This design comes from an exercise in tuning for small area on the open sky130 flow, not from production work. Function was checked by simulation only, so behaviour that the tests miss may differ from the original. Power and IR drop assume default switching activity.

`config.mk`:
```
export PLATFORM = sky130hd
export DESIGN_NAME = i2cbb
export DESIGN_NICKNAME = i2cbb
export VERILOG_FILES = /design/flow/design.v
export SDC_FILE = /design/flow/constraint.sdc
export NUM_CORES = 4
export LEC_CHECK = 0
export CAP_MARGIN = 20
export CORE_MARGIN = 2
export CORE_UTILIZATION = 40
export SLEW_MARGIN = 20
```
`constraint.sdc`:
```
create_clock -name core_clock -period 8.0 [get_ports {clk}]
set_input_delay 1.6000 -clock core_clock [delete_from_list [all_inputs] [get_ports {clk}]]
set_output_delay 1.6000 -clock core_clock [all_outputs]
set_load 0.01 [all_outputs]
```
`design.v`:
```
module i2cbb (
    input  wire        clk,
    input  wire        rst,           
    input  wire        host_req,
    input  wire        host_we,
    input  wire [11:0] host_addr,
    input  wire [31:0] host_wdata,
    output reg         host_resp,
    output reg         host_err,
    output reg  [31:0] host_rdata,
    output reg         scl_o,
    output reg         sda_o,
    input  wire        sda_i
);
    localparam [4:0] C_START = 5'b00001, C_STOP = 5'b00010, C_WRB = 5'b00011,
                     C_WACK = 5'b00100, C_RDB = 5'b00101, C_SWAKE = 5'b01000,
                     C_SCFG = 5'b01001, C_SREAD = 5'b01010, C_DINIT = 5'b10000,
                     C_DWIN = 5'b10001, C_DPUTC = 5'b10011, C_DCUR = 5'b10100;
    function [7:0] init_byte(input [4:0] i);
        case (i)
            5'd0:  init_byte = 8'hAE;
            5'd1:  init_byte = 8'hD5;
            5'd2:  init_byte = 8'h80;
            5'd3:  init_byte = 8'hA8;
            5'd4:  init_byte = 8'h3F;
            5'd5:  init_byte = 8'hD3;
            5'd6:  init_byte = 8'h00;
            5'd7:  init_byte = 8'h40;
            5'd8:  init_byte = 8'h8D;
            5'd9:  init_byte = 8'h14;
            5'd10: init_byte = 8'h20;
            5'd11: init_byte = 8'h00;
            5'd12: init_byte = 8'hA1;
            5'd13: init_byte = 8'hC8;
            5'd14: init_byte = 8'hDA;
            5'd15: init_byte = 8'h12;
            5'd16: init_byte = 8'h81;
            5'd17: init_byte = 8'hCF;
            5'd18: init_byte = 8'hD9;
            5'd19: init_byte = 8'hF1;
            5'd20: init_byte = 8'hDB;
            5'd21: init_byte = 8'h40;
            5'd22: init_byte = 8'hA4;
            5'd23: init_byte = 8'hA6;
            default: init_byte = 8'hAF;
        endcase
    endfunction
    function [39:0] glyph(input [7:0] ch);
        case (ch)
            8'h25: glyph = 40'h23_13_08_64_62;
            8'h2E: glyph = 40'h00_60_60_00_00;
            8'h30: glyph = 40'h3E_51_49_45_3E;
            8'h31: glyph = 40'h00_42_7F_40_00;
            8'h32: glyph = 40'h42_61_51_49_46;
            8'h33: glyph = 40'h21_41_45_4B_31;
            8'h34: glyph = 40'h18_14_12_7F_10;
            8'h35: glyph = 40'h27_45_45_45_39;
            8'h36: glyph = 40'h3C_4A_49_49_30;
            8'h37: glyph = 40'h01_71_09_05_03;
            8'h38: glyph = 40'h36_49_49_49_36;
            8'h39: glyph = 40'h06_49_49_29_1E;
            8'h3A: glyph = 40'h00_36_36_00_00;
            8'h41: glyph = 40'h7E_11_11_11_7E;
            8'h43: glyph = 40'h3E_41_41_41_22;
            8'h45: glyph = 40'h7F_49_49_49_41;
            8'h4D: glyph = 40'h7F_02_0C_02_7F;
            8'h50: glyph = 40'h7F_09_09_09_06;
            8'h54: glyph = 40'h01_01_7F_01_01;
            8'h55: glyph = 40'h3F_40_40_40_3F;
            8'hB0: glyph = 40'h00_06_09_09_06;
            default: glyph = 40'h0;
        endcase
    endfunction
    reg         ctrl_abort;
    reg  [15:0] delay_r;
    reg  [6:0]  sns_addr;
    reg  [6:0]  dsp_addr;
    reg  [31:0] sns_cfg_q;
    reg         cfg_wr;           
    reg         st_busy;
    reg         st_ack;
    reg  [1:0]  st_phase;
    reg  [1:0]  st_err;
    reg  [6:0]  st_nackcnt;       
    reg         st_svalid;
    reg  [7:0]  rxdata_q;
    reg         rx_wr;            
    reg  [111:0] samp_q;          
    reg         samp_wr;          
    reg  [111:0] ring;
    reg  [6:0]   rc;              
    reg          sda_smp;         
    wire [31:0] sns_cfg = cfg_wr ? sns_cfg_q : 32'd0;
    reg  [4:0]  op;
    reg  [22:0] cf;               
    reg  [4:0]  ti;               
    reg  [4:0]  k;                
    reg  [3:0]  b;                
    reg  [1:0]  ph;               
    reg  [15:0] tmr;
    reg         aborting;
    reg         fin;
    reg  [6:0]  nacks;
    reg         lastack;
    wire is_raw   = (op[4:3] == 2'b00);
    wire is_sread = (op == C_SREAD);
    wire is_dputc = (op == C_DPUTC);
    wire ready    = (tmr == delay_r);
    localparam T_S = 2'd0, T_P = 2'd1, T_W = 2'd2, T_R = 2'd3;
    reg  [1:0] tok;
    reg  [7:0] byte_v;
    reg  [6:0] dev;
    reg  [39:0] gl;
    reg  [3:0]  pj;
    reg         rack;
    reg         last_ti;
    always @(*) begin
        dev = op[4] ? dsp_addr : sns_addr;
        gl  = glyph(cf[7:0]);
        pj  = k[3:0] - 4'd2;
        rack = is_raw ? cf[0] : (k != 5'd13);
        case (op)
            C_SCFG:  last_ti = (ti == 5'd3);
            C_DINIT: last_ti = (ti == 5'd24);
            C_DWIN:  last_ti = (ti == 5'd5);
            C_DCUR:  last_ti = (ti == 5'd2);
            default: last_ti = 1'b1;
        endcase
        if (aborting) tok = T_P;
        else if (is_raw) begin
            case (op[2:0])
                3'd1: tok = T_S;
                3'd2: tok = T_P;
                3'd5: tok = T_R;
                default: tok = T_W;
            endcase
        end else if (is_sread) begin
            if (k == 5'd27 || k == 5'd30) tok = T_S;
            else if (k == 5'd14) tok = T_P;
            else if (k[4]) tok = T_W;
            else tok = T_R;
        end else begin
            if (k == 5'd0) tok = T_S;
            else if (k == (is_dputc ? 5'd9 : 5'd4)) tok = T_P;
            else tok = T_W;
        end
        byte_v = 8'h00;
        if (is_raw) byte_v = cf[7:0];
        else if (is_sread) begin
            if (k == 5'd29) byte_v = 8'h3B;
            else byte_v = {sns_addr, k[0]};
        end else if (k == 5'd1) byte_v = {dev, 1'b0};
        else if (pj == 4'd0) begin
            case (op)
                C_SWAKE: byte_v = 8'h6B;
                C_SCFG:  byte_v = 8'h19 + {6'd0, ti[1:0]};
                C_DPUTC: byte_v = 8'h40;
                default: byte_v = 8'h00;
            endcase
        end else begin
            case (op)
                C_SCFG: case (ti[1:0])
                    2'd0: byte_v = sns_cfg[7:0];
                    2'd1: byte_v = sns_cfg[15:8];
                    2'd2: byte_v = sns_cfg[23:16];
                    default: byte_v = sns_cfg[31:24];
                endcase
                C_DINIT: byte_v = init_byte(ti);
                C_DWIN: case (ti[2:0])
                    3'd0: byte_v = 8'h21;
                    3'd1: byte_v = {1'b0, cf[6:0]};
                    3'd2: byte_v = {1'b0, cf[14:8]};
                    3'd3: byte_v = 8'h22;
                    3'd4: byte_v = {5'd0, cf[18:16]};
                    default: byte_v = {5'd0, cf[22:20]};
                endcase
                C_DCUR: case (ti[1:0])
                    2'd0: byte_v = {5'b10110, cf[10:8]};
                    2'd1: byte_v = {4'h0, cf[3:0]};
                    default: byte_v = {5'b00010, cf[6:4]};
                endcase
                C_DPUTC: case (pj)
                    4'd1: byte_v = gl[39:32];
                    4'd2: byte_v = gl[31:24];
                    4'd3: byte_v = gl[23:16];
                    4'd4: byte_v = gl[15:8];
                    4'd5: byte_v = gl[7:0];
                    default: byte_v = 8'h00;
                endcase
                default: byte_v = 8'h00;
            endcase
        end
    end
    wire b8 = b[3];
    reg  v;
    always @(*) begin
        case (tok)
            T_S: v = 1'b1;
            T_P: v = 1'b0;
            T_W: v = b8 ? 1'b1 : byte_v[~b[2:0]];
            default: v = b8 ? ~rack : 1'b1;
        endcase
    end
    wire sp      = (tok == T_S) || (tok == T_P);
    wire smp     = (tok == T_W) ? b8 : ((tok == T_R) && !b8);
    wire b_last  = !tok[1] || b8 || (op == C_WRB && b[2:0] == 3'd7);
    wire ackslot = (tok == T_W) && b8;
    wire nack    = sda_smp;
    wire rsmp    = (tok == T_R) && !b8;       
    wire [6:0] j = {k[3:0], b[2:0]};
    wire align   = fin ? (rc == 7'd0 || !(op == C_RDB || is_sread))
                       : (ph != 2'd2 || !rsmp || rc == j);
    wire tick    = st_busy && ready && align;
    wire ins     = tick && !fin && ph == 2'd2 && rsmp;
    wire [31:0] w = host_wdata;
    reg         legal;
    always @(*) begin
        case (w[31:24])
            8'h01, 8'h02, 8'h04, 8'h10, 8'h11, 8'h12, 8'h20:
                legal = (w[23:0] == 24'd0);
            8'h03, 8'h23: legal = (w[23:8] == 16'd0);
            8'h05: legal = (w[23:1] == 23'd0);
            8'h21: legal = !w[23] && !w[19] && !w[15] && !w[7];
            8'h24: legal = (w[23:11] == 13'd0) && !w[7];
            default: legal = 1'b0;
        endcase
    end
    wire w_raw    = (w[31:28] == 4'h0);
    wire w_seqerr = w_raw ? (w[31:24] != 8'h01 && st_phase == 2'd0) : (st_phase != 2'd0);
    wire [9:0] widx = host_addr[11:2];
    wire aligned = (host_addr[1:0] == 2'b00);
    wire mapped  = (widx[9:4] == 6'd0 && widx[3:0] <= 4'd8) ||
                   (widx[9:3] == 7'b0000010 && widx[2:0] != 3'd7);
    wire ronly   = widx[4] || widx[3:0] == 4'd2 || widx[3:0] == 4'd4 || widx[3:0] == 4'd5;
    wire acc_ok  = aligned && mapped;
    wire wr_ok   = host_req && host_we && acc_ok && !ronly && !st_busy && !rst;
    wire cmd_wr  = wr_ok && (widx[3:0] == 4'd3);
    wire accept  = cmd_wr && legal && !w_seqerr;
    reg  [4:0] rsel;
    always @(*) begin
        host_rdata = 32'd0;
        case (rsel)
            5'h00: host_rdata = {31'd0, ctrl_abort};
            5'h01: host_rdata = {16'd0, delay_r};
            5'h02: host_rdata = {15'd0, st_svalid, 1'b0, st_nackcnt, 2'b00, st_err, st_phase, st_ack, st_busy};
            5'h04: host_rdata = {24'd0, rx_wr ? rxdata_q : 8'd0};
            5'h05: host_rdata = {29'd0, sda_smp, sda_o, scl_o};
            5'h06: host_rdata = {25'd0, sns_addr};
            5'h07: host_rdata = {25'd0, dsp_addr};
            5'h08: host_rdata = sns_cfg;
            5'h10: host_rdata = samp_wr ? {{16{samp_q[111]}}, samp_q[111:96]} : 32'd0;
            5'h11: host_rdata = samp_wr ? {{16{samp_q[95]}},  samp_q[95:80]}  : 32'd0;
            5'h12: host_rdata = samp_wr ? {{16{samp_q[79]}},  samp_q[79:64]}  : 32'd0;
            5'h13: host_rdata = samp_wr ? {{16{samp_q[63]}},  samp_q[63:48]}  : 32'd0;
            5'h14: host_rdata = samp_wr ? {{16{samp_q[47]}},  samp_q[47:32]}  : 32'd0;
            5'h15: host_rdata = samp_wr ? {{16{samp_q[31]}},  samp_q[31:16]}  : 32'd0;
            5'h16: host_rdata = samp_wr ? {{16{samp_q[15]}},  samp_q[15:0]}   : 32'd0;
            default: host_rdata = 32'd0;
        endcase
    end
    always @(posedge clk) begin
        host_resp <= host_req && !rst;
        host_err  <= host_req && (!acc_ok || (host_we && (ronly || st_busy)));
        rsel      <= widx[4:0];
        tmr       <= (tick || accept) ? 16'd0 : tmr + {15'd0, !ready};
        rc        <= (rc == 7'd111) ? 7'd0 : rc + 7'd1;
        ring      <= {ring[110:0], ins ? sda_i : ring[111]};
        if (rst) begin
            ctrl_abort <= 1'b1;
            delay_r    <= 16'd4;
            sns_addr   <= 7'h68;
            dsp_addr   <= 7'h3C;
            cfg_wr     <= 1'b0;
            st_busy    <= 1'b0;
            st_ack     <= 1'b0;
            st_phase   <= 2'd0;
            st_err     <= 2'd0;
            st_nackcnt <= 7'd0;
            st_svalid  <= 1'b0;
            rx_wr      <= 1'b0;
            samp_wr    <= 1'b0;
            scl_o      <= 1'b1;
            sda_o      <= 1'b1;
            sda_smp    <= 1'b1;
        end else begin
            if (wr_ok) begin
                case (widx[3:0])
                    4'h0: ctrl_abort <= w[0];
                    4'h1: delay_r    <= w[15:0];
                    4'h6: sns_addr   <= w[6:0];
                    4'h7: dsp_addr   <= w[6:0];
                    4'h8: begin sns_cfg_q <= w; cfg_wr <= 1'b1; end
                    default: ;
                endcase
            end
            if (cmd_wr && !legal) begin
                st_err <= 2'd2; st_nackcnt <= 7'd0;
            end else if (cmd_wr && w_seqerr) begin
                st_err <= 2'd3; st_nackcnt <= 7'd0;
            end
            if (accept) begin
                st_busy  <= 1'b1;
                op       <= {w[29:28], w[26:24]};
                cf       <= w[22:0];
                ti       <= 5'd0;
                k        <= (w[29:28] == 2'b01 && w[26:24] == 3'd2) ? 5'd27 : 5'd0;
                b        <= (w[26:24] == 3'd4 && w[29:28] == 2'b00) ? 4'd8 : 4'd0;
                ph       <= 2'd0;
                aborting <= 1'b0;
                fin      <= 1'b0;
                nacks    <= 7'd0;
            end
            if (tick) begin
                if (fin) begin
                    st_busy    <= 1'b0;
                    st_nackcnt <= nacks;
                    if (op == C_WACK || !is_raw) st_ack <= lastack;
                    st_err   <= aborting ? 2'd1 : 2'd0;
                    st_phase <= (op == C_START) ? 2'd1 :
                                (is_raw && op != C_STOP) ? 2'd2 : 2'd0;
                    if (op == C_RDB) begin rxdata_q <= ring[111:104]; rx_wr <= 1'b1; end
                    if (is_sread) begin
                        st_svalid <= !aborting;
                        if (!aborting) begin samp_q <= ring; samp_wr <= 1'b1; end
                    end
                end else begin
                    ph <= ph + 2'd1;
                    case (ph)
                        2'd0: sda_o <= v;
                        2'd1: scl_o <= 1'b1;
                        2'd2: begin
                            if (sp) sda_o <= ~v;
                            if (smp) sda_smp <= sda_i;
                        end
                        default: if (tok != T_P) scl_o <= 1'b0;
                    endcase
                    if (ph == 2'd3) begin
                        if (!b_last) b <= b + 4'd1;
                        else begin
                            b <= 4'd0;
                            if (ackslot) begin
                                lastack <= !nack;
                                nacks   <= nacks + {6'd0, nack};
                            end
                            if (ackslot && nack && !is_raw && ctrl_abort) aborting <= 1'b1;
                            else if (aborting || is_raw) fin <= 1'b1;
                            else if (tok == T_P) begin
                                if (is_sread || last_ti) fin <= 1'b1;
                                else begin ti <= ti + 5'd1; k <= 5'd0; end
                            end else k <= k + 5'd1;
                        end
                    end
                end
            end
        end
    end
endmodule
```
`run.sh`:
```
#!/bin/bash
# synth_recipe.tcl (not shown) runs the flow's synth.tcl, then flattens the netlist and writes it again
# the make line also repeats each setting of config.mk as NAME=value (left out here)
make -C /OpenROAD-flow-scripts/flow DESIGN_CONFIG=/design/flow/config.mk WORK_HOME=/design/flow/orfs CLKGATE_MAP_FILE= SYNTH_SCRIPT=/design/flow/synth_recipe.tcl finish
```
==> flow_summary.json, run 1 <==
{
  "route.vias.total": 14100,
  "path_max_fanout": 19,
  "fin_skew_ns": 0.0201,
  "globalRouteTotalUtil_pct": 23.7,
  "final_util_pct": 47.0,
  "final_design_area_no_fill_um2": 20700,
  "ctsHoldBuffers": 0,
  "fin_nets": 1834,
  "yosys_warnings": 1,
  "seq_area_frac_synth_pct": 56.8,
  "grt_max_degree": 60,
  "placedInstanceArea_um2": 19300,
  "maxCapViolCount": 0,
  "post_synth.cell_area_avg_um2": 10.5,
  "grt-ovfl-total": 0,
  "min_period_over_period_pct": 66.4,
  "achievable-frequency_mhz": 188,
  "setup.worst_path.start_class": "input pin",
  "hold_path.class": "reg2reg",
  "total_power_mw": 4.57,
  "maximum_single_stage_delay_on_the_critical_path_ns": 0.93,
  "cts_buffer_depth": 3,
  "die_y_um": 215,
  "first_global_vias": 13600,
  "drive_above_1_share_pct": 7.28,
  "drc_viols": 0,
  "htree_depth": 2,
  "post_cts_resize_count": 0,
  "placement.io_buffers": 84,
  "final.fill_count": 4110,
  "end_kind": "flip-flop",
  "dieWidth_um": 215,
  "setup_repair_after_global_routing_missed_its_margin": "no",
  "vdd.ir_drop.worst_uv": 192,
  "pwr_density_cell_nw_per_um2": 220,
  "drv_slew": 0,
  "path_common_cell": "sky130_fd_sc_hd__o21ai_0",
  "cts_tree": "built",
  "timing.setup.critical_path_class": "in2reg",
  "worst_setup_hold_path_clk_slew_ns": 0.07,
  "detail_route.wirelength_um": 55400,
  "clk-insertion-delay-late_ns": 0.58,
  "cts.sink_count": 405,
  "area_growth_pct": 16.2,
  "finalHoldViolations": 0,
  "period_needed_ns": 5.31,
  "place.gp.congestion": 0.955,
  "synth_enable_flop_cells": 204,
  "synth_ff_type": "sky130_fd_sc_hd__edfxtp_1",
  "synthesis.area_um2": 17900,
  "worstPathArrival_ns": 5.77,
  "setup_viol_count_final": 0,
  "placement_row_count": 77,
  "dp.final_hpwl_um": 39000,
  "tightestPinTransition_ns": 1.07,
  "post_layout_cell_count": 2378,
  "numCtsBuffers": 40,
  "detail_route.first_pass.iterations": 6,
  "post-place-ws_ns": 2.25,
  "worstPathBufferInverterCount": 2,
  "avgViaCountPerCell": 5.92,
  "effective_utilization_at_floorplan_pct": 40.5,
  "flip_flop_and_latch_count_after_synthesis": 405,
  "worst_path_dominant_cell_family": "simple AND/OR/NAND/NOR gates",
  "core_um2": 44100,
  "synth-async-reset-ratio_pct": 0,
  "number_of_antenna_violating_nets_in_the_routed_design": 0,
  "yosys.cell_types.count": 88,
  "postCtsSetupRepairBufs": 0,
  "status": "timing/DRC/antenna clean",
  "path_cells": "clkdlybuf4s50_1 -> nor4_1 -> nand4_1 -> o21ai_0 -> a31oi_1 -> a211o_1 -> and2_1 -> a21oi_4 -> inv_1 -> ha_1 -> nor2_1 -> o21ai_0 -> a21o_1",
  "io_pins": 85,
  "slew_headroom_pct": 28.2,
  "placedCellCount": 2303,
  "cts_root_buffer": "sky130_fd_sc_hd__clkbuf_16",
  "grt_pass1_wl_um": 84400,
  "setup-tns-final_ns": 0,
  "synth_nets": 1780,
  "timing.critical_path.slowest_stage_cell": "sky130_fd_sc_hd__nor4_1",
  "initial_antenna_violation_count": 0,
  "drtIter0Drc": 1919,
  "wire_length_per_cell_after_detailed_routing_um": 23.3,
  "final.hold.worst_slack_ns": 0.346,
  "critical_path_required_ns": 8.46,
  "post_synth_inst_count": 1700,
  "postLayoutSetupSlackWorst_ns": 2.69,
  "area_of_the_die_um2": 46300,
  "power.leakage_nw": 7.18
}
[power by group]
group	internal, mW	switching, mW
combinational	0.115	0.148
sequential	2.20	0.0489
clock	1.23	0.830
[final timing paths]
| path | startpoint | to | slack, ns | cells after the start |
|---|---|---|---|---|
| worst max register to register | op[4] | flip-flop | 3.36 | 13 |
| worst max-delay path | host_wdata[14] | flip-flop | 2.69 | 13 |
| worst min-delay path | ring[40] | ring[41] | 0.35 | 0 |
| worst min register to register | ring[40] | ring[41] | 0.35 | 0 |
[cell families (layout without fill, tap and decap cells)]
group	Yosys count	after routing	synth area share, %
AND/OR/NAND/NOR	623	623	17.2
AO/OA/AOI/OAI	420	420	16.4
flip-flops	405	405	56.8
buffers and inverters	138	223	3.03
XOR/XNOR	46	46	2.26
multiplexers	37	37	2.12
adder cells (fa/ha/maj)	31	31	2.17
other	0	1	0
[registers in the layout, indices dropped and copies added (netlist names), 7 cells and up, named ones only]
name        cells
rc              7
nacks           7
sns_addr        7
samp_q        112
dsp_addr        7
ring          112
cf             21
rxdata_q        8
delay_r        16
tmr            16
st_nackcnt      7
sns_cfg_q      32
[cell usage after synthesis (5+ instances only)]
library cell	number	area, µm²
sky130_fd_sc_hd__nand4_1	30	188
sky130_fd_sc_hd__edfxtp_1	204	6130
sky130_fd_sc_hd__and4_1	8	70.1
sky130_fd_sc_hd__nand2_1	201	754
sky130_fd_sc_hd__xnor2_1	27	236
sky130_fd_sc_hd__or3_1	12	75.1
sky130_fd_sc_hd__nor2_1	133	499
sky130_fd_sc_hd__o21ai_0	79	395
sky130_fd_sc_hd__a222oi_1	34	340
sky130_fd_sc_hd__nor4_1	21	131
sky130_fd_sc_hd__nand3_1	69	345
sky130_fd_sc_hd__a21o_1	8	60.1
sky130_fd_sc_hd__buf_2	7	35.0
sky130_fd_sc_hd__and3_1	16	100
sky130_fd_sc_hd__o22ai_1	10	62.6
sky130_fd_sc_hd__o211ai_1	14	105
sky130_fd_sc_hd__mux2i_1	33	330
sky130_fd_sc_hd__nor3_1	36	180
sky130_fd_sc_hd__o2111ai_1	5	43.8
sky130_fd_sc_hd__ha_1	31	388
sky130_fd_sc_hd__nand2b_1	23	144
sky130_fd_sc_hd__xor2_1	19	166
sky130_fd_sc_hd__and2_1	10	62.6
sky130_fd_sc_hd__clkbuf_1	77	289
sky130_fd_sc_hd__inv_1	36	135
sky130_fd_sc_hd__a22o_1	13	114
sky130_fd_sc_hd__a211o_1	5	43.8
sky130_fd_sc_hd__o31ai_1	10	75.1
sky130_fd_sc_hd__a21oi_1	91	455
sky130_fd_sc_hd__buf_1	14	52.6
sky130_fd_sc_hd__dfxtp_1	201	4020
sky130_fd_sc_hd__a31oi_1	15	93.8
sky130_fd_sc_hd__a22oi_1	59	443
sky130_fd_sc_hd__a221oi_1	5	43.8
sky130_fd_sc_hd__a211oi_1	6	45.0
sky130_fd_sc_hd__nor3b_1	6	45.0
sky130_fd_sc_hd__nor2b_1	16	100
sky130_fd_sc_hd__nand3b_1	7	52.6
sky130_fd_sc_hd__a41oi_1	5	43.8
[cell usage in the layout, fill, tap and decap left out, types with 8 or more instances in the layout]
cell type / n
sky130_fd_sc_hd__edfxtp_1: 204
sky130_fd_sc_hd__nand2_1: 201
sky130_fd_sc_hd__dfxtp_1: 201
sky130_fd_sc_hd__nor2_1: 129
sky130_fd_sc_hd__a21oi_1: 91
sky130_fd_sc_hd__clkdlybuf4s50_1: 84
sky130_fd_sc_hd__o21ai_0: 79
sky130_fd_sc_hd__nand3_1: 69
sky130_fd_sc_hd__a22oi_1: 59
sky130_fd_sc_hd__clkbuf_16: 42
sky130_fd_sc_hd__inv_1: 35
sky130_fd_sc_hd__nor3_1: 35
sky130_fd_sc_hd__a222oi_1: 34
sky130_fd_sc_hd__mux2i_1: 33
sky130_fd_sc_hd__ha_1: 31
sky130_fd_sc_hd__nand4_1: 30
sky130_fd_sc_hd__buf_4: 28
sky130_fd_sc_hd__xnor2_1: 27
sky130_fd_sc_hd__nand2b_1: 23
sky130_fd_sc_hd__nor4_1: 21
sky130_fd_sc_hd__xor2_1: 19
sky130_fd_sc_hd__nor2b_1: 16
sky130_fd_sc_hd__and3_1: 16
sky130_fd_sc_hd__a31oi_1: 15
sky130_fd_sc_hd__o211ai_1: 14
sky130_fd_sc_hd__a22o_1: 13
sky130_fd_sc_hd__or3_1: 12
sky130_fd_sc_hd__and2_1: 10
sky130_fd_sc_hd__o31ai_1: 10
sky130_fd_sc_hd__o22ai_1: 10
sky130_fd_sc_hd__and4_1: 8
sky130_fd_sc_hd__a21o_1: 8
[routing by layer]
metal / vias to the layer above / share of wire [%] / GRT usage (%)
met1: 6889 / 44 / 33.2
met3: 102 / 6.7 / 3.65
li1: 6511 / - / -
met5: - / 0 / 0
met2: 566 / 46 / 37.8
met4: 0 / 2.5 / 7.40
[layout make-up]
class                           count  area (µm²)  share of cell area [%]
Timing Repair Buffer              113        1070                    5.14
Tap cell                          592         741                    3.57
Clock buffer                       51        1110                    5.37
Antenna cell                        1        2.50                  0.0121
Clock inverter                     22         349                    1.68
Sequential cell                   405       10100                    48.9
Multi-Input combinational cell   1157        7190                    34.6
Inverter                           37         139                   0.669
==> run 2: changes to the inputs <==
--- a/config.mk
+++ b/config.mk
@@ -8,4 +8,7 @@
 export CAP_MARGIN = 20
 export CORE_MARGIN = 2
 export CORE_UTILIZATION = 40
+export CTS_BUF_LIST = sky130_fd_sc_hd__clkbuf_4
+export CTS_CLUSTER_DIAMETER = 60
+export CTS_CLUSTER_SIZE = 10
 export SLEW_MARGIN = 20
==> run 2 against run 1 <==
Still clean on timing, DRC and antenna. Area after synthesis unchanged. Sequential cell count unchanged. Maximum frequency down 1.7%. Register-to-register slack worse by 0.03 ns. Via count up 0.82%. Die area unchanged. Critical path depth down 4. Sequential share of layout area up 2.0 points. Largest power group unchanged.
==> flow_summary.json, run 2 <==
{
  "status": "timing/DRC/antenna clean",
  "hold_path_end": "ring[50]",
  "placedInstanceArea_um2": 19300,
  "period_needed_ns": 5.40,
  "drv_slew": 0,
  "first_global_vias": 13600,
  "dp.final_hpwl_um": 39000,
  "numCtsBuffers": 47,
  "final_design_area_no_fill_um2": 19900,
  "timing.rr.start": "op[4]",
  "min_period_over_period_pct": 67.5,
  "placement.io_buffers": 84,
  "hold_path.class": "reg2reg",
  "detail_route.wirelength_um": 55200,
  "placedCellCount": 2303,
  "grt_pass1_wl_um": 84200,
  "postCtsSetupRepairBufs": 0,
  "placement_row_count": 77,
  "io_pins": 85,
  "critical_path_required_ns": 6.40,
  "effective_utilization_at_floorplan_pct": 40.5,
  "htree_depth": 2,
  "post-place-ws_ns": 2.25,
  "seq_area_frac_synth_pct": 56.8,
  "yosys_warnings": 1,
  "drtIter0Drc": 1768,
  "cts_root_buffer": "sky130_fd_sc_hd__clkbuf_4",
  "flip_flop_and_latch_count_after_synthesis": 405,
  "dieWidth_um": 215,
  "synth_top_area_share_pct": 34.3,
  "synth_ff_type": "sky130_fd_sc_hd__edfxtp_1",
  "cts.sink_count": 405,
  "synth-async-reset-ratio_pct": 0,
  "worstPathArrival_ns": 3.80,
  "clkPwrFrac_pct": 31.3,
  "power.net_switching_mw": 0.889,
  "route.vias.total": 14200,
  "setup_viol_count_final": 0,
  "achievable-frequency_mhz": 185,
  "vdd.ir_drop.worst_uv": 198,
  "yosys.cell_count.top_type": "sky130_fd_sc_hd__edfxtp_1",
  "synthesis.area_um2": 17900,
  "ctsHoldBuffers": 0,
  "place.gp.congestion": 0.955,
  "biggestRegsByFlops": "ring x112, samp_q x112, sns_cfg_q x32",
  "netlist.top_cell.by_area": "sky130_fd_sc_hd__edfxtp_1",
  "final.fill_count": 4237,
  "finalHoldViolations": 0,
  "post_cts_resize_count": 0,
  "synthTopCellsByArea": "sky130_fd_sc_hd__edfxtp_1 (34%), sky130_fd_sc_hd__dfxtp_1 (23%), sky130_fd_sc_hd__nand2_1 (4.2%)",
  "slew_headroom_pct": 33.1,
  "post_layout_cell_count": 2391,
  "final.hold.worst_slack_ns": 0.328,
  "power.leakage_nw": 6.86,
  "ff2ff_path_depth": 13,
  "startpoint": "rsel[1]",
  "layout_commonest_cell": "sky130_fd_sc_hd__edfxtp_1",
  "clk-insertion-delay-late_ns": 0.81,
  "cts_buffer_depth": 3,
  "area_growth_pct": 11.6,
  "setup-tns-final_ns": 0,
  "globalRouteTotalUtil_pct": 23.6,
  "area_of_the_die_um2": 46300,
  "comb_power_share_pct": 7.2,
  "holdCritStartpoint": "ring[49]",
  "cts_tree": "built",
  "initial_antenna_violation_count": 1,
  "core_um2": 44100,
  "most_common_library_cells_after_synthesis": "sky130_fd_sc_hd__edfxtp_1 (204), sky130_fd_sc_hd__dfxtp_1 (201), sky130_fd_sc_hd__nand2_1 (201)",
  "synth_enable_flop_cells": 204,
  "drc_viols": 0,
  "grt_max_degree": 60,
  "yosys.cell_types.count": 88,
  "most-common-layout-cells": "sky130_fd_sc_hd__edfxtp_1 (204), sky130_fd_sc_hd__nand2_1 (201), sky130_fd_sc_hd__dfxtp_1 (201)",
  "wire_length_per_cell_after_detailed_routing_um": 23.1,
  "setup.worst_path.start_class": "flip-flop",
  "end_kind": "primary output",
  "number_of_antenna_violating_nets_in_the_routed_design": 0,
  "die_y_um": 215,
  "timing.setup.critical_path_class": "reg2out",
  "worst_setup_hold_path_clk_slew_ns": 0.12,
  "drive_above_1_share_pct": 8.23,
  "avgViaCountPerCell": 5.93,
  "path_max_fanout": 17,
  "pwr_density_cell_nw_per_um2": 183,
  "fin_skew_ns": 0.0740,
  "fin_nets": 1841,
  "setup_repair_after_global_routing_missed_its_margin": "no",
  "cell_internal_pwr_mw": 2.77,
  "post_synth.cell_area_avg_um2": 10.5,
  "postLayoutSetupSlackWorst_ns": 2.60,
  "maxCapViolCount": 0,
  "tightestPinTransition_ns": 0.994,
  "detail_route.first_pass.iterations": 6,
  "post_synth_inst_count": 1700,
  "synth_nets": 1780,
  "power.switching_fraction_pct": 24.3,
  "whs_path_depth": 0,
  "p_seq_share_pct": 61.5,
  "rrSetupSlack_ns": 3.33,
  "grt-ovfl-total": 0
}
run 2: cell counts after synthesis:
Identical to the previous run, type by type.
run 2: critical path, stage by stage (launching register included):
cell	delay [ns]
sky130_fd_sc_hd__dfxtp_1	0.55
sky130_fd_sc_hd__nor2_1	0.12
sky130_fd_sc_hd__nand2_1	0.12
sky130_fd_sc_hd__nor2_1	0.06
sky130_fd_sc_hd__buf_4	0.22
sky130_fd_sc_hd__a222oi_1	0.39
sky130_fd_sc_hd__nand3_1	0.15
sky130_fd_sc_hd__nand2_1	0.59
sky130_fd_sc_hd__nand2_1	0.21
sky130_fd_sc_hd__clkdlybuf4s50_1	0.57
run 2: worst max path at each step:
stage	slack (ns)	end	cells after the start
global route	2.32	host_rdata[15]	9
floorplan	1.07	samp_q[0]	4
global placement	2.27	flip-flop	14
detailed placement	2.25	flip-flop	13
CTS	2.48	host_rdata[0]	6
finish	2.60	host_rdata[15]	9
run 2: cells by family (layout without fill, tap and decap cells):
group,Yosys count,in the layout,share of synthesized area (%)
and+or+nand+nor,623,623,17.2
AOI/OAI and AO/OA,420,420,16.4
DFF,405,405,56.8
buffers and inverters,138,236,3.03
xor gates and xnor gates,46,46,2.26
muxes,37,37,2.12
adders and majority gates,31,31,2.17
other,0,1,0
run 2: final cells by class:
cell class,instances,area [µm²],area share [%]
Antenna cell,1,2.50,0.0126
Tap cell,592,741,3.72
Clock inverter,7,46.3,0.232
Inverter,37,139,0.697
Clock buffer,79,593,2.98
Multi-Input combinational cell,1157,7190,36.1
Sequential cell,405,10100,50.9
Timing Repair Buffer,113,1070,5.35
run 2: power by group through the flow:
stage | Sequential, mW | Combinational, mW | Clock, mW
after floorplan | 2.27 | 0.182 | 0
after global placement | 2.29 | 0.256 | 0
after detailed placement | 2.30 | 0.260 | 0
after CTS | 2.25 | 0.262 | 1.18
after global routing | 2.26 | 0.294 | 1.25
final | 2.25 | 0.263 | 1.14
run 2: metrics by stage:
| step | total power [mW] | util, % |
|---|---|---|
| floorplan | 2.45 | - |
| global placement | 2.55 | 43.7 |
| detailed placement | 2.56 | 43.7 |
| CTS | 3.69 | 45.1 |
| global route | 3.80 | 45.2 |
| finish | 3.65 | 45.2 |
run 2: metal layers:
metal	routed length, µm	global-route usage [%]
met5	0	0
met4	1690	8.71
met1	24200	33.0
met2	25300	37.3
met3	4050	3.26
==> run 3: changes to the inputs <==
==> flow/run.sh (new file) <==
#!/bin/bash
# Own layout flow: the standard synthesis, then the combinational logic
# between the registers is re-mapped by ABC for area (registers, their names
# and cell types are kept), then the standard layout from floorplan on.
set -euo pipefail
W=$(pwd)
F=$W/flow
R=$W/orfs/results/$FLOW_PLATFORM/i2cbb/base
LIB=$FLOW_HOME/platforms/$FLOW_PLATFORM/lib/sky130_fd_sc_hd__tt_025C_1v80.lib

bash standard.sh synth > $W/std_synth.log 2>&1

cp $R/1_2_yosys.v $W/std_synth.v
# sequential cells stay black boxes; everything else is flattened to logic
SEQ=$(awk '/^ *cell *\(/ {gsub(/[()";]/," "); c=$2} /^ *(ff|latch|statetable) *\(/ {print c}' $LIB | sort -u | tr '\n' ' ')
DU=""
for c in $(cat $F/dont_use.txt); do DU="$DU -dont_use $c"; done
cat > $W/remap.ys <<EOS
read_liberty -ignore_miss_func $LIB
blackbox $SEQ
read_verilog $W/std_synth.v
hierarchy -top $FLOW_TOP
flatten
delete t:\$scopeinfo
opt -purge
abc -script $F/remap.abc -liberty $LIB $DU
setundef -zero
splitnets
opt_clean -purge
hilomap -singleton -hicell sky130_fd_sc_hd__conb_1 HI -locell sky130_fd_sc_hd__conb_1 LO
insbuf -buf sky130_fd_sc_hd__buf_4 A X
opt_clean -purge
read_liberty -lib $LIB
stat -liberty $LIB
write_verilog -noattr -nohex -nodec $W/remap.v
EOS
yosys -s $W/remap.ys > $W/remap.log 2>&1
cp $W/remap.v $R/1_2_yosys.v
rm -f $R/1_synth.odb $R/1_synth.sdc

# clock tree without dummy loads; ports buffered with the smallest buffer
bash standard.sh finish "CTS_ARGS=-sink_clustering_enable -repair_clock_nets -dont_use_dummy_load" \
  "BUFFER_PORTS_ARGS=-buffer_cell sky130_fd_sc_hd__buf_1" > $W/std_layout.log 2>&1
==> flow/dont_use.txt (new file) <==
sky130_fd_sc_hd__lpflow_bleeder_1
sky130_fd_sc_hd__lpflow_clkbufkapwr_1
sky130_fd_sc_hd__lpflow_clkbufkapwr_16
sky130_fd_sc_hd__lpflow_clkbufkapwr_2
sky130_fd_sc_hd__lpflow_clkbufkapwr_4
sky130_fd_sc_hd__lpflow_clkbufkapwr_8
sky130_fd_sc_hd__lpflow_clkinvkapwr_1
sky130_fd_sc_hd__lpflow_clkinvkapwr_16
sky130_fd_sc_hd__lpflow_clkinvkapwr_2
sky130_fd_sc_hd__lpflow_clkinvkapwr_4
sky130_fd_sc_hd__lpflow_clkinvkapwr_8
sky130_fd_sc_hd__lpflow_decapkapwr_12
sky130_fd_sc_hd__lpflow_decapkapwr_3
sky130_fd_sc_hd__lpflow_decapkapwr_4
sky130_fd_sc_hd__lpflow_decapkapwr_6
sky130_fd_sc_hd__lpflow_decapkapwr_8
sky130_fd_sc_hd__lpflow_inputiso0n_1
sky130_fd_sc_hd__lpflow_inputiso0p_1
sky130_fd_sc_hd__lpflow_inputiso1n_1
sky130_fd_sc_hd__lpflow_inputiso1p_1
sky130_fd_sc_hd__lpflow_inputisolatch_1
sky130_fd_sc_hd__lpflow_isobufsrc_1
sky130_fd_sc_hd__lpflow_isobufsrc_16
sky130_fd_sc_hd__lpflow_isobufsrc_2
sky130_fd_sc_hd__lpflow_isobufsrc_4
sky130_fd_sc_hd__lpflow_isobufsrc_8
sky130_fd_sc_hd__lpflow_isobufsrckapwr_16
sky130_fd_sc_hd__lpflow_lsbuf_lh_hl_isowell_tap_1
sky130_fd_sc_hd__lpflow_lsbuf_lh_hl_isowell_tap_2
sky130_fd_sc_hd__lpflow_lsbuf_lh_hl_isowell_tap_4
sky130_fd_sc_hd__lpflow_lsbuf_lh_isowell_4
sky130_fd_sc_hd__lpflow_lsbuf_lh_isowell_tap_1
sky130_fd_sc_hd__lpflow_lsbuf_lh_isowell_tap_2
sky130_fd_sc_hd__lpflow_lsbuf_lh_isowell_tap_4
sky130_fd_sc_hd__probe_p_8
sky130_fd_sc_hd__probec_p_8
==> flow/remap.abc (new file) <==
strash
&get -n
&deepsyn -T 30
&put
dch -f
amap
mfs2
strash
dch -f
amap
==> standard.sh (new file) <==
#!/bin/bash
# synth_recipe.tcl (not shown) runs the flow's synth.tcl, then flattens the netlist and writes it again
# the make line also repeats each setting of config.mk as NAME=value (left out here)
make -C /OpenROAD-flow-scripts/flow DESIGN_CONFIG=/design/flow/config.mk WORK_HOME=/design/flow/orfs CLKGATE_MAP_FILE= SYNTH_SCRIPT=/design/flow/synth_recipe.tcl "${@:-finish}"
--- a/config.mk
+++ b/config.mk
@@ -8,7 +8,4 @@
 export CAP_MARGIN = 20
 export CORE_MARGIN = 2
 export CORE_UTILIZATION = 40
-export CTS_BUF_LIST = sky130_fd_sc_hd__clkbuf_4
-export CTS_CLUSTER_DIAMETER = 60
-export CTS_CLUSTER_SIZE = 10
 export SLEW_MARGIN = 20
removed: run.sh
==> run 3 against run 2 <==
Still clean on timing, DRC and antenna. Die area down 12%. Sequential cell count did not move. Clock-buffer cell count decreased by 38. Critical path type is now reg2reg. Critical path depth increased by 21. Worst setup slack lost 1.3 ns. First-iteration DRC count shrank 24%. Worst hold slack better by 0.018 ns. Non-clock buffer count decreased by 12. Wire length fell by 8.3%. Sequential power down 2%.
==> flow_summary.json, run 3 <==
{
  "status": "timing/DRC/antenna clean",
  "io_pins": 85,
  "layout_commonest_cell": "sky130_fd_sc_hd__nor2_1",
  "numCtsBuffers": 41,
  "yosys_warnings": 1,
  "setup-tns-final_ns": 0,
  "cts.sink_count": 405,
  "total_power_mw": 3.96,
  "tightestPinTransition_ns": 1.07,
  "worst_setup_hold_path_clk_slew_ns": 0.06,
  "worstPathArrival_ns": 7.10,
  "synth_nets": 1531,
  "initial_antenna_violation_count": 0,
  "drtIter0Drc": 1341,
  "final.fill_count": 3690,
  "detail_route.first_pass.iterations": 7,
  "setup_viol_count_final": 0,
  "globalRouteTotalUtil_pct": 24.5,
  "placement.io_buffers": 84,
  "area_of_the_die_um2": 40900,
  "path_common_cell": "sky130_fd_sc_hd__nor2_1",
  "postLayoutSetupSlackWorst_ns": 1.34,
  "drive_above_1_share_pct": 4.13,
  "synthesis.area_um2": 15700,
  "effective_utilization_at_floorplan_pct": 40.6,
  "fin_nets": 1675,
  "critical_path_required_ns": 8.45,
  "biggestRegsByFlops": "ring x112, samp_q x112, sns_cfg_q x32",
  "final.hold.worst_slack_ns": 0.346,
  "post_cts_resize_count": 0,
  "worstPathBufferInverterCount": 7,
  "whs_path_depth": 0,
  "hold_path.class": "reg2reg",
  "slew_headroom_pct": 28.5,
  "maxCapViolCount": 0,
  "setup.worst_path.start_class": "flip-flop",
  "number_of_antenna_violating_nets_in_the_routed_design": 0,
  "cts_buffer_depth": 3,
  "dieWidth_um": 202,
  "place.gp.congestion": 0.955,
  "cts_root_buffer": "sky130_fd_sc_hd__clkbuf_16",
  "grt_pass1_wl_um": 75200,
  "power.leakage_nw": 5.86,
  "holdCritStartpoint": "ring[25]",
  "grt_max_degree": 76,
  "cts_tree": "built",
  "avgViaCountPerCell": 5.83,
  "route.vias.total": 12500,
  "core_um2": 38700,
  "area.sequential_um2": 10100,
  "achievable-frequency_mhz": 150,
  "wire_length_per_cell_after_detailed_routing_um": 23.7,
  "post-place-ws_ns": 1.03,
  "ctsHoldBuffers": 0,
  "end_kind": "flip-flop",
  "worst_path_dominant_cell_family": "simple AND/OR/NAND/NOR gates",
  "most-common-layout-cells": "sky130_fd_sc_hd__nor2_1 (224), sky130_fd_sc_hd__clkinv_1 (216), sky130_fd_sc_hd__edfxtp_1 (204)",
  "finalHoldViolations": 0,
  "post_synth_inst_count": 1482,
  "clk-insertion-delay-late_ns": 0.55,
  "timing.setup.critical_path_class": "reg2reg",
  "first_global_vias": 11900,
  "timing.critical_path.slowest_stage_cell": "sky130_fd_sc_hd__o21ai_0",
  "grt-ovfl-total": 0,
  "area_growth_pct": 13.9,
  "htree_depth": 2,
  "maximum_single_stage_delay_on_the_critical_path_ns": 0.55,
  "hold_path_end": "ring[26]",
  "placement_row_count": 72,
  "multi_input_comb_area_um2": 4830,
  "vdd.ir_drop.worst_uv": 206,
  "path_max_fanout": 7,
  "postCtsSetupRepairBufs": 0,
  "insertedDiodeCount": 0,
  "min_period_over_period_pct": 83.2,
  "drc_viols": 0,
  "drv_slew": 0,
  "rrSetupSlack_ns": 1.34,
  "die_y_um": 202,
  "detail_route.wirelength_um": 50700,
  "timing.rr.start": "tmr[2]",
  "period_needed_ns": 6.66,
  "pwr_density_cell_nw_per_um2": 221,
  "fin_skew_ns": 0.0598,
  "ff2ff_path_depth": 30,
  "dp.final_hpwl_um": 37600,
  "setup_repair_after_global_routing_missed_its_margin": "no",
  "post_synth.cell_area_avg_um2": 10.6
}
==> run 3: cell count changes in the layout (fill, tap and decap cells not counted), sizes merged, moves of 59 or more <==
cell / before / now
o22ai: 10 / 69
nor2: 134 / 226
clkdlybuf4s50: 84 / 0
buf: 29 / 101
nand2: 201 / 90
clkinv: 5 / 216
==> run 3: power by group <==
group	total (mW)	switching (mW)	leakage, nW	internal (mW)
Clock	1.61	0.716	0.505	0.898
Sequential	2.20	0.0190	3.61	2.19
Combinational	0.144	0.104	1.74	0.0402
Total	3.96	0.838	5.86	3.12
==> run 3: area by class of cell <==
| cell class | instances | area share [%] |
|---|---|---|
| sequential | 405 | 56.7 |
| multi-input combinational | 861 | 27.0 |
| clock buffer | 41 | 5.73 |
| inverter | 216 | 4.53 |
| tap | 518 | 3.62 |
| timing repair buffer | 101 | 2.47 |
==> run 3: stage by stage <==
stage | instance area [µm²] | cells | util, %
after floorplan | 15700 | 1482 | -
after global placement | 16900 | 2101 | 43.6
after detailed placement | 16900 | 2101 | 43.6
after CTS | 17900 | 2142 | 46.2
after global routing | 17900 | 2142 | 46.2
final | 17900 | 2142 | 46.2
==> run 3: worst max-delay path by stage <==
stage                        start  slack [ns]   endpoint  cells past startpoint
detailed placement  host_wdata[16]        1.03  flip-flop                     21
finish                      tmr[2]        1.34  flip-flop                     30
global placement    host_wdata[16]        1.14  flip-flop                     21
global route                tmr[2]        0.60  flip-flop                     30
CTS                         tmr[2]        1.51  flip-flop                     30
floorplan             host_addr[4]        0.81  flip-flop                     21
==> run 3: layer usage <==
metal  up-vias  GRT usage [%]  routed length, µm
li1       5766              -                  -
met1      6043           31.6              20400
met2       548           40.2              24000
met3       126           3.42               3570
met4         0           12.6               2720
met5         -              0                  0
==> run 4: changes to the inputs <==
--- a/flow/run.sh
+++ b/flow/run.sh
@@ -39,5 +39,5 @@
 rm -f $R/1_synth.odb $R/1_synth.sdc
 
 # clock tree without dummy loads; ports buffered with the smallest buffer
-bash standard.sh finish "CTS_ARGS=-sink_clustering_enable -repair_clock_nets -dont_use_dummy_load" \
+bash standard.sh finish "CTS_ARGS=-sink_clustering_enable -repair_clock_nets -dont_use_dummy_load -buf_list sky130_fd_sc_hd__clkbuf_8 -sink_clustering_size 12 -sink_clustering_max_diameter 60" \
   "BUFFER_PORTS_ARGS=-buffer_cell sky130_fd_sc_hd__buf_1" > $W/std_layout.log 2>&1
==> run 4 against run 3 <==
Clock-buffer cell count increased by 1. Cell count barely moved. Still clean. Sequential share of layout area increased by 1.5 points. Clock skew increased by 0.011 ns. Non-clock buffer count stayed put. Wire length is essentially flat. Die area stayed put. Utilization fell by 1.2 points. Power decreased by 13%.
==> flow_summary.json, run 4 <==
{
  "period_needed_ns": 6.69,
  "cts.sink_count": 405,
  "met1_length_um": 20500,
  "post_synth.cell_area_avg_um2": 10.6,
  "timing.setup.critical_path_class": "reg2reg",
  "setup_viol_count_final": 0,
  "maxUsedRoutingLayer": "met4",
  "grt-ovfl-total": 0,
  "area_of_the_die_um2": 40900,
  "placement_row_count": 72,
  "worst_setup_hold_path_clk_slew_ns": 0.08,
  "io_pins": 85,
  "postLayoutSetupSlackWorst_ns": 1.31,
  "setup_repair_after_global_routing_missed_its_margin": "no",
  "cts_buffer_depth": 3,
  "maxCapViolCount": 0,
  "first_global_vias": 11900,
  "final.fill_count": 3746,
  "comb_power_share_pct": 4.2,
  "post-place-ws_ns": 1.03,
  "timing.critical_path.slowest_stage_cell": "sky130_fd_sc_hd__o21ai_0",
  "power.switching_fraction_pct": 22.4,
  "numCtsBuffers": 42,
  "status": "timing/DRC/antenna clean",
  "detail_route.wirelength_um": 50600,
  "path_max_fanout": 7,
  "number_of_antenna_violating_nets_in_the_routed_design": 0,
  "min_period_over_period_pct": 83.6,
  "yosys_warnings": 1,
  "dieWidth_um": 202,
  "rrSetupSlack_ns": 1.31,
  "most-common-layout-cells": "sky130_fd_sc_hd__nor2_1 (224), sky130_fd_sc_hd__clkinv_1 (216), sky130_fd_sc_hd__edfxtp_1 (204)",
  "power.leakage_nw": 5.66,
  "worstPathArrival_ns": 7.19,
  "drive_above_1_share_pct": 4.18,
  "place.gp.congestion": 0.955,
  "post_synth_inst_count": 1482,
  "biggestRegsByFlops": "ring x112, samp_q x112, sns_cfg_q x32",
  "effective_utilization_at_floorplan_pct": 40.6,
  "dp.final_hpwl_um": 37600,
  "fin_nets": 1676,
  "fin_skew_ns": 0.0705,
  "met2_length_um": 24200,
  "avgViaCountPerCell": 5.82,
  "clk-insertion-delay-late_ns": 0.60,
  "p_seq_share_pct": 63.5,
  "initial_antenna_violation_count": 0,
  "wl_met3_um": 3620,
  "die_y_um": 202,
  "layout_commonest_cell": "sky130_fd_sc_hd__nor2_1",
  "achievable-frequency_mhz": 149,
  "synthesis.area_um2": 15700,
  "post_cts_resize_count": 0,
  "tightestPinTransition_ns": 1.09,
  "grt_pass1_wl_um": 74700,
  "htree_depth": 2,
  "hold_path.class": "reg2reg",
  "area_growth_pct": 11.0,
  "wire_length_per_cell_after_detailed_routing_um": 23.6,
  "finalHoldViolations": 0,
  "pwr_density_cell_nw_per_um2": 198,
  "placement.io_buffers": 84,
  "grt_max_degree": 76,
  "core_um2": 38700,
  "critical_path_required_ns": 8.50,
  "power.net_switching_mw": 0.776,
  "slew_headroom_pct": 27.4,
  "cell_internal_pwr_mw": 2.69,
  "globalRouteTotalUtil_pct": 24.4,
  "vdd.ir_drop.worst_uv": 216,
  "setup.worst_path.start_class": "flip-flop",
  "detail_route.first_pass.iterations": 8,
  "cts_tree": "built",
  "cts_root_buffer": "sky130_fd_sc_hd__clkbuf_8",
  "route.vias.total": 12500,
  "drc_viols": 0,
  "drtIter0Drc": 1447,
  "setup-tns-final_ns": 0,
  "end_kind": "flip-flop",
  "synth_nets": 1531,
  "clkPwrFrac_pct": 32.3,
  "insertedDiodeCount": 0,
  "path_common_cell": "sky130_fd_sc_hd__nor2_1",
  "postCtsSetupRepairBufs": 0,
  "drv_slew": 0,
  "maximum_single_stage_delay_on_the_critical_path_ns": 0.55,
  "ctsHoldBuffers": 0
}
## run 4: final timing paths
kind / startpoint / to / cells after the start
worst max-delay path: delay_r[12] / flip-flop / 31
worst min-delay path: ring[25] / ring[26] / 0
worst max register to register: delay_r[12] / flip-flop / 31
worst min register to register: ring[25] / ring[26] / 0
## run 4: critical path, delay by kind of cell, from the launching register on
kind / cells / cell delay (ns)
simple gates: 13 / 2.65
flops: 1 / 0.31
compound gates: 11 / 2.37
buf+inv: 7 / 1.25
## run 4: power by group through the flow
stage | Clock [mW] | Sequential (mW) | Combinational, mW
2_1_floorplan | 0 | 2.24 | 0.0785
6_report | 1.12 | 2.20 | 0.144
3_3_place_gp | 0 | 2.25 | 0.141
4_1_cts | 1.15 | 2.20 | 0.141
5_1_grt | 1.22 | 2.20 | 0.155
3_5_place_dp | 0 | 2.25 | 0.141
## run 4: layer usage
metal	vias up	GRT usage, %
met4	0	11.2
met2	566	40.7
met5	-	0
met1	6037	31.3
met3	111	3.72
li1	5758	-
## run 4: final cells by class
| class | instances | area (µm²) | area share (%) |
|---|---|---|---|
| Multi-Input combinational cell | 861 | 4830 | 27.7 |
| Tap cell | 518 | 648 | 3.71 |
| Clock buffer | 42 | 578 | 3.31 |
| Sequential cell | 405 | 10100 | 58.1 |
| Inverter | 216 | 811 | 4.64 |
| Timing Repair Buffer | 101 | 443 | 2.54 |
## run 4: stage by stage
| stage | cells | util [%] | total power [mW] | hold slack, ns | cell area (µm²) |
|---|---|---|---|---|---|
| after detailed placement | 2101 | 43.6 | 2.39 | 0.334 | 16900 |
| after global routing | 2143 | 45.1 | 3.58 | 0.318 | 17500 |
| after CTS | 2143 | 45.1 | 3.49 | 0.329 | 17500 |
| after global placement | 2101 | 43.6 | 2.39 | 0.331 | 16900 |
| after floorplan | 1482 | - | 2.32 | 0.327 | 15700 |
| final | 2143 | 45.1 | 3.47 | 0.328 | 17500 |
==> run 5: changes to the inputs <==
--- a/flow/run.sh
+++ b/flow/run.sh
@@ -38,6 +38,4 @@
 cp $W/remap.v $R/1_2_yosys.v
 rm -f $R/1_synth.odb $R/1_synth.sdc
 
-# clock tree without dummy loads; ports buffered with the smallest buffer
-bash standard.sh finish "CTS_ARGS=-sink_clustering_enable -repair_clock_nets -dont_use_dummy_load -buf_list sky130_fd_sc_hd__clkbuf_8 -sink_clustering_size 12 -sink_clustering_max_diameter 60" \
-  "BUFFER_PORTS_ARGS=-buffer_cell sky130_fd_sc_hd__buf_1" > $W/std_layout.log 2>&1
+bash standard.sh > $W/std_layout.log 2>&1
==> run 5 against run 4 <==
Wire length is 4.6% higher. Synthesized cell count stayed put. Via count is 0.95% higher. Clock skew is 0.025 ns lower. Critical path type unchanged. Largest cell class unchanged.
==> flow_summary.json, run 5 <==
{
  "maxUsedRoutingLayer": "met4",
  "io_pins": 85,
  "numCtsBuffers": 42,
  "met1_length_um": 21000,
  "first_global_vias": 12500,
  "grt_pass1_wl_um": 78800,
  "final_design_area_no_fill_um2": 18900,
  "grt-ovfl-total": 0,
  "area_of_the_die_um2": 40900,
  "die_y_um": 202,
  "cts.sink_count": 405,
  "comb_power_share_pct": 3.7,
  "clk-insertion-delay-late_ns": 0.58,
  "power.switching_fraction_pct": 22.1,
  "most-common-layout-cells": "sky130_fd_sc_hd__nor2_1 (224), sky130_fd_sc_hd__clkinv_1 (220), sky130_fd_sc_hd__edfxtp_1 (204)",
  "biggestRegsByFlops": "ring x112, samp_q x112, sns_cfg_q x32",
  "tightestPinTransition_ns": 1.09,
  "grt_max_degree": 115,
  "hold_path.class": "reg2reg",
  "setup_viol_count_final": 0,
  "placedInstanceArea_um2": 17400,
  "cell_internal_pwr_mw": 3.43,
  "dp.final_hpwl_um": 39200,
  "synthesis.area_um2": 15700,
  "detail_route.first_pass.iterations": 6,
  "finalHoldViolations": 0,
  "maxCapViolCount": 0,
  "dieWidth_um": 202,
  "clkPwrFrac_pct": 46.3,
  "place.gp.congestion": 1.00,
  "worst_setup_hold_path_clk_slew_ns": 0.06,
  "critical_path_required_ns": 8.48,
  "post_layout_cell_count": 2179,
  "drive_above_1_share_pct": 5.84,
  "total_power_mw": 4.40,
  "postLayoutSetupSlackWorst_ns": 1.08,
  "met2_length_um": 25800,
  "avgViaCountPerCell": 5.78,
  "htree_depth": 2,
  "route.vias.total": 12600,
  "layout_commonest_cell": "sky130_fd_sc_hd__nor2_1",
  "maximum_single_stage_delay_on_the_critical_path_ns": 0.50,
  "yosys_warnings": 1,
  "min_period_over_period_pct": 86.5,
  "area_growth_pct": 20.2,
  "globalRouteTotalUtil_pct": 25.6,
  "post_cts_resize_count": 0,
  "p_seq_share_pct": 50.0,
  "insertedDiodeCount": 0,
  "number_of_antenna_violating_nets_in_the_routed_design": 0,
  "path_max_fanout": 7,
  "status": "timing/DRC/antenna clean",
  "detail_route.wirelength_um": 53000,
  "rrSetupSlack_ns": 1.08,
  "power.net_switching_mw": 0.973,
  "achievable-frequency_mhz": 145,
  "ctsHoldBuffers": 0,
  "post-place-ws_ns": 0.569,
  "wl_met3_um": 3820,
  "cts_root_buffer": "sky130_fd_sc_hd__clkbuf_16",
  "slew_headroom_pct": 27.5,
  "cts_buffer_depth": 3,
  "placedCellCount": 2100,
  "drtIter0Drc": 1411,
  "pwr_density_cell_nw_per_um2": 233,
  "core_um2": 38700,
  "timing.critical_path.slowest_stage_cell": "sky130_fd_sc_hd__o21ai_0",
  "synth_nets": 1531,
  "fin_skew_ns": 0.0456,
  "placement.io_buffers": 84,
  "worstPathArrival_ns": 7.40,
  "timing.setup.critical_path_class": "reg2reg",
  "drv_slew": 0,
  "post_synth.cell_area_avg_um2": 10.6,
  "setup.worst_path.start_class": "flip-flop",
  "end_kind": "flip-flop",
  "setup-tns-final_ns": 0,
  "placement_row_count": 72,
  "initial_antenna_violation_count": 0,
  "power.leakage_nw": 6.29,
  "effective_utilization_at_floorplan_pct": 40.6,
  "drc_viols": 0,
  "cts_tree": "built",
  "postCtsSetupRepairBufs": 0,
  "period_needed_ns": 6.92,
  "post_synth_inst_count": 1482,
  "path_common_cell": "sky130_fd_sc_hd__nor2_1",
  "vdd.ir_drop.worst_uv": 222,
  "final.fill_count": 3610,
  "wire_length_per_cell_after_detailed_routing_um": 24.3,
  "fin_nets": 1676,
  "setup_repair_after_global_routing_missed_its_margin": "no"
}
[run 5: final timing paths]
check,start,end,depth (start not counted)
setup / recovery,tmr[2],flip-flop,29
hold / removal,ring[72],ring[73],0
hold reg to reg,ring[72],ring[73],0
setup reg to reg,tmr[2],flip-flop,29
[run 5: stage by stage]
stage / util, % / hold WS (ns)
floorplan: - / 0.327
global route: 48.8 / 0.350
global placement: 44.9 / 0.332
detailed placement: 44.9 / 0.335
finish: 48.8 / 0.348
CTS: 48.8 / 0.343
[run 5: critical path: cells and delay by family, from the launching register on]
kind / cells / cell delay (ns)
flops: 1 / 0.35
simple gates: 13 / 2.81
buf+inv: 6 / 1.09
compound gates: 10 / 2.59
[run 5: layout make-up]
cell class / count / area, µm² / area share (%)
Tap cell: 518 / 648 / 3.43
Sequential cell: 405 / 10100 / 53.7
Clock buffer: 52 / 1170 / 6.19
Timing Repair Buffer: 101 / 985 / 5.21
Multi-Input combinational cell: 861 / 4830 / 25.6
Clock inverter: 26 / 307 / 1.62
Inverter: 216 / 811 / 4.29
[run 5: metal layers]
layer / vias up / global-route usage (%)
li1: 5817 / -
met1: 6079 / 32.1
met2: 562 / 44.0
met3: 132 / 4.05
met4: 0 / 11.0
met5: - / 0
[run 5: power groups by stage]
stage,Sequential (mW),Clock [mW],Combinational (mW)
after floorplan,2.24,0,0.0785
after global placement,2.25,0,0.161
after detailed placement,2.25,0,0.159
after CTS,2.20,2.07,0.160
after global routing,2.20,2.15,0.176
final,2.20,2.04,0.164
==> run 6: changes to the inputs <==
--- a/design.v
+++ b/design.v
@@ -87,8 +87,8 @@
     reg         rx_wr;            
     reg  [111:0] samp_q;          
     reg         samp_wr;          
-    reg  [111:0] ring;
-    reg  [6:0]   rc;              
+    reg  [111:0] ring;            
+    reg  [3:0]   rc;              
     reg          sda_smp;         
     wire [31:0] sns_cfg = cfg_wr ? sns_cfg_q : 32'd0;
     reg  [4:0]  op;
@@ -207,9 +207,8 @@
     wire ackslot = (tok == T_W) && b8;
     wire nack    = sda_smp;
     wire rsmp    = (tok == T_R) && !b8;       
-    wire [6:0] j = {k[3:0], b[2:0]};
-    wire align   = fin ? (rc == 7'd0 || !(op == C_RDB || is_sread))
-                       : (ph != 2'd2 || !rsmp || rc == j);
+    wire align   = fin ? (rc == 4'd0 || !(op == C_RDB || is_sread))
+                       : (ph != 2'd2 || !rsmp || rc == k[3:0]);
     wire tick    = st_busy && ready && align;
     wire ins     = tick && !fin && ph == 2'd2 && rsmp;
     wire [31:0] w = host_wdata;
@@ -258,13 +257,20 @@
             default: host_rdata = 32'd0;
         endcase
     end
+    integer i;
+    reg [111:0] burst;
+    always @(*)
+        for (i = 0; i < 112; i = i + 1)
+            burst[i] = ring[14 * (i % 8) + 13 - (111 - i) / 8];
     always @(posedge clk) begin
         host_resp <= host_req && !rst;
         host_err  <= host_req && (!acc_ok || (host_we && (ronly || st_busy)));
         rsel      <= widx[4:0];
         tmr       <= (tick || accept) ? 16'd0 : tmr + {15'd0, !ready};
-        rc        <= (rc == 7'd111) ? 7'd0 : rc + 7'd1;
-        ring      <= {ring[110:0], ins ? sda_i : ring[111]};
+        rc        <= (rc == 4'd13) ? 4'd0 : rc + 4'd1;
+        for (i = 0; i < 8; i = i + 1)
+            ring[14*i +: 14] <= {ring[14*i +: 13],
+                                 (ins && b[2:0] == 3'd7 - i) ? sda_i : ring[14*i + 13]};
         if (rst) begin
             ctrl_abort <= 1'b1;
             delay_r    <= 16'd4;
@@ -318,10 +324,10 @@
                     st_err   <= aborting ? 2'd1 : 2'd0;
                     st_phase <= (op == C_START) ? 2'd1 :
                                 (is_raw && op != C_STOP) ? 2'd2 : 2'd0;
-                    if (op == C_RDB) begin rxdata_q <= ring[111:104]; rx_wr <= 1'b1; end
+                    if (op == C_RDB) begin rxdata_q <= burst[111:104]; rx_wr <= 1'b1; end
                     if (is_sread) begin
                         st_svalid <= !aborting;
-                        if (!aborting) begin samp_q <= ring; samp_wr <= 1'b1; end
+                        if (!aborting) begin samp_q <= burst; samp_wr <= 1'b1; end
                     end
                 end else begin
                     ph <= ph + 2'd1;
--- a/flow/run.sh
+++ b/flow/run.sh
@@ -38,4 +38,6 @@
 cp $W/remap.v $R/1_2_yosys.v
 rm -f $R/1_synth.odb $R/1_synth.sdc
 
-bash standard.sh > $W/std_layout.log 2>&1
+# clock tree without dummy loads; ports buffered with the smallest buffer
+bash standard.sh finish "CTS_ARGS=-sink_clustering_enable -repair_clock_nets -dont_use_dummy_load -buf_list sky130_fd_sc_hd__clkbuf_8 -sink_clustering_size 12 -sink_clustering_max_diameter 60" \
+  "BUFFER_PORTS_ARGS=-buffer_cell sky130_fd_sc_hd__buf_1" > $W/std_layout.log 2>&1
==> flow/remap.abc (replaced) <==
strash
&get -n
&deepsyn -T 30
&put
dch -f
map -a
mfs2 -a
strash
dch -f
map -a
mfs2
strash
dch -f
amap
==> run 6 against run 5 <==
Still clean on timing, DRC and antenna. Sequential cell count down 3. Sequential share of layout area increased by 4.8 points. Global-route usage shrank 1.5 points. Non-clock buffer count is 1 higher. Via count decreased by 1.8%. Largest cell class unchanged.
==> flow_summary.json, run 6 <==
{
  "status": "timing/DRC/antenna clean",
  "placedCellCount": 2063,
  "post_synth.cell_area_avg_um2": 10.8,
  "initial_antenna_violation_count": 1,
  "worst_path_dominant_cell_family": "compound AO/OA/AOI/OAI gates",
  "maximum_single_stage_delay_on_the_critical_path_ns": 0.46,
  "cts.sink_count": 402,
  "critical_path_required_ns": 8.43,
  "dp.final_hpwl_um": 37400,
  "biggestRegsByFlops": "ring x112, samp_q x112, sns_cfg_q x32",
  "first_global_vias": 12000,
  "path_max_fanout": 6,
  "startpoint": "delay_r[4]",
  "worstPathArrival_ns": 6.55,
  "placement_row_count": 72,
  "drc_viols": 0,
  "globalRouteTotalUtil_pct": 24.1,
  "die_y_um": 201,
  "grt_max_degree": 62,
  "path_cells": "clkinv_1 -> a22oi_1 -> o221ai_1 -> a2111oi_0 -> o2111ai_1 -> a2111oi_0 -> o2111ai_1 -> nand2b_1 -> nor3_1 -> clkinv_1 -> nor4_1 -> buf_4 -> nand2_1 -> nor2_1 -> a21oi_1 -> o22ai_1 -> clkinv_1 -> nor2_1 -> or3_1 -> o21ai_0 -> a211oi_1 -> nor2_1 -> o22a_1",
  "cell_internal_pwr_mw": 2.72,
  "total_power_mw": 3.53,
  "most-common-layout-cells": "sky130_fd_sc_hd__nor2_1 (212), sky130_fd_sc_hd__edfxtp_1 (204), sky130_fd_sc_hd__dfxtp_1 (198)",
  "setup-tns-final_ns": 0,
  "achievable-frequency_mhz": 163,
  "multi_input_comb_area_um2": 4850,
  "drive_above_1_share_pct": 4.04,
  "drtIter0Drc": 1059,
  "area_growth_pct": 10.9,
  "place.gp.congestion": 0.953,
  "detail_route.first_pass.iterations": 6,
  "power.net_switching_mw": 0.812,
  "period_needed_ns": 6.12,
  "timing.critical_path.slowest_stage_cell": "sky130_fd_sc_hd__a2111oi_0",
  "cts_root_buffer": "sky130_fd_sc_hd__clkbuf_8",
  "dieWidth_um": 201,
  "placedInstanceArea_um2": 16700,
  "timing.setup.critical_path_class": "reg2reg",
  "grt_pass1_wl_um": 74300,
  "route.vias.total": 12400,
  "io_pins": 85,
  "worst_setup_hold_path_clk_slew_ns": 0.09,
  "comb_power_share_pct": 6.1,
  "insertedDiodeCount": 0,
  "post_cts_resize_count": 0,
  "maxCapViolCount": 0,
  "avgViaCountPerCell": 5.88,
  "drv_slew": 0,
  "whs_path_depth": 0,
  "power.leakage_nw": 5.78,
  "final.fill_count": 3676,
  "clkPwrFrac_pct": 30.9,
  "min_period_over_period_pct": 76.5,
  "synthesis.area_um2": 15600,
  "post_synth_inst_count": 1443,
  "layout_commonest_cell": "sky130_fd_sc_hd__nor2_1",
  "pwr_density_cell_nw_per_um2": 205,
  "power.switching_fraction_pct": 23.0,
  "synth_nets": 1492,
  "htree_depth": 2,
  "postCtsSetupRepairBufs": 0,
  "slew_headroom_pct": 23.3,
  "setup.worst_path.start_class": "flip-flop",
  "p_seq_share_pct": 63.0,
  "yosys_warnings": 1,
  "area.sequential_um2": 10100,
  "finalHoldViolations": 0,
  "timing.rr.start": "delay_r[4]",
  "cts_tree": "built",
  "area_of_the_die_um2": 40500,
  "hold_path_end": "ring[12]",
  "fin_nets": 1637,
  "final_design_area_no_fill_um2": 17300,
  "wire_length_per_cell_after_detailed_routing_um": 23.5,
  "rrSetupSlack_ns": 1.88,
  "holdCritStartpoint": "ring[11]",
  "number_of_antenna_violating_nets_in_the_routed_design": 0,
  "cts_buffer_depth": 3,
  "post_layout_cell_count": 2104,
  "grt-ovfl-total": 0,
  "vdd.ir_drop.worst_uv": 160,
  "setup_repair_after_global_routing_missed_its_margin": "no",
  "final_util_pct": 44.8,
  "clk-insertion-delay-late_ns": 0.58,
  "ff2ff_path_depth": 23,
  "tightestPinTransition_ns": 1.15,
  "placement.io_buffers": 84,
  "detail_route.wirelength_um": 49500,
  "worstPathBufferInverterCount": 4,
  "hold_path.class": "reg2reg",
  "end_kind": "flip-flop",
  "ctsHoldBuffers": 0,
  "numCtsBuffers": 41,
  "fin_skew_ns": 0.0957,
  "setup_viol_count_final": 0,
  "effective_utilization_at_floorplan_pct": 40.4,
  "core_um2": 38600
}
[run 6: cell count changes in the layout (fill, tap and decap cells not counted), moves of 12 or more]
cell and delta:
sky130_fd_sc_hd__a21o_1 +17, sky130_fd_sc_hd__buf_1 +84, sky130_fd_sc_hd__clkbuf_16 -44, sky130_fd_sc_hd__clkbuf_8 +37, sky130_fd_sc_hd__clkdlybuf4s50_1 -84, sky130_fd_sc_hd__clkinv_1 -44, sky130_fd_sc_hd__nor2_1 -12, sky130_fd_sc_hd__o21ai_0 +12
[run 6: metal layers]
layer	part of all wire, %	track usage [%]
met1	40	30.4
met2	49	41.4
met3	5.7	2.56
met4	5.5	12.1
met5	0	0
[run 6: final cells by class]
class / count / area share [%]
sequential: 402 / 58.5
multi-input combinational: 865 / 28.1
inverter: 176 / 3.83
tap: 518 / 3.75
clock buffer: 41 / 3.27
timing repair buffer: 102 / 2.61
[run 6: worst max path at each step]
stage | to | depth (start not counted)
2_1_floorplan | samp_wr | 5
3_3_place_gp | flip-flop | 20
3_5_place_dp | flip-flop | 21
4_1_cts | flip-flop | 23
5_1_grt | flip-flop | 23
6_report | flip-flop | 23
[run 6: power by group through the flow]
stage | clock, mW | combinational [mW] | sequential [mW]
after detailed placement | 0 | 0.211 | 2.27
after global placement | 0 | 0.207 | 2.27
final | 1.09 | 0.216 | 2.22
after floorplan | 0 | 0.137 | 2.26
after global routing | 1.19 | 0.237 | 2.23
after CTS | 1.12 | 0.212 | 2.22
[run 6: through the flow]
| step | setup slack, ns | hold WS [ns] |
|---|---|---|
| 2_1_floorplan | 0.341 | 0.327 |
| 3_3_place_gp | 1.72 | 0.328 |
| 3_5_place_dp | 1.58 | 0.334 |
| 4_1_cts | 2.04 | 0.290 |
| 5_1_grt | 1.40 | 0.306 |
| 6_report | 1.88 | 0.305 |

afterwards: timing with drivers on the ports:
The results above use ideal ports. As a check the final layouts listed here were re-extracted and re-timed, cells and wires unchanged.
Step 1 assumes that a clkbuf_16 drives the clock port and a buf_2 every other input.
Step 2, shift: input delay + t, output delay - t, t = (earliest + latest rising clock arrival at the registers) / 2. This alone moves slack from input paths to output paths.
Slacks: ideal ports / drivers / drivers and shift; pairs: ideal ports / drivers.
run	t, ns	slack for setup (ns)
run 1	0.627	2.690 / 2.726 / 2.098
run 2	0.827	2.599 / 2.550 / 2.192
run 3	0.571	1.343 / 1.343 / 0.979
run 4	0.616	1.309 / 1.309 / 0.927
run 5	0.611	1.082 / 1.082 / 0.551
run 6	0.579	1.883 / 1.883 / 1.587
After both steps every run listed still meets setup and hold.
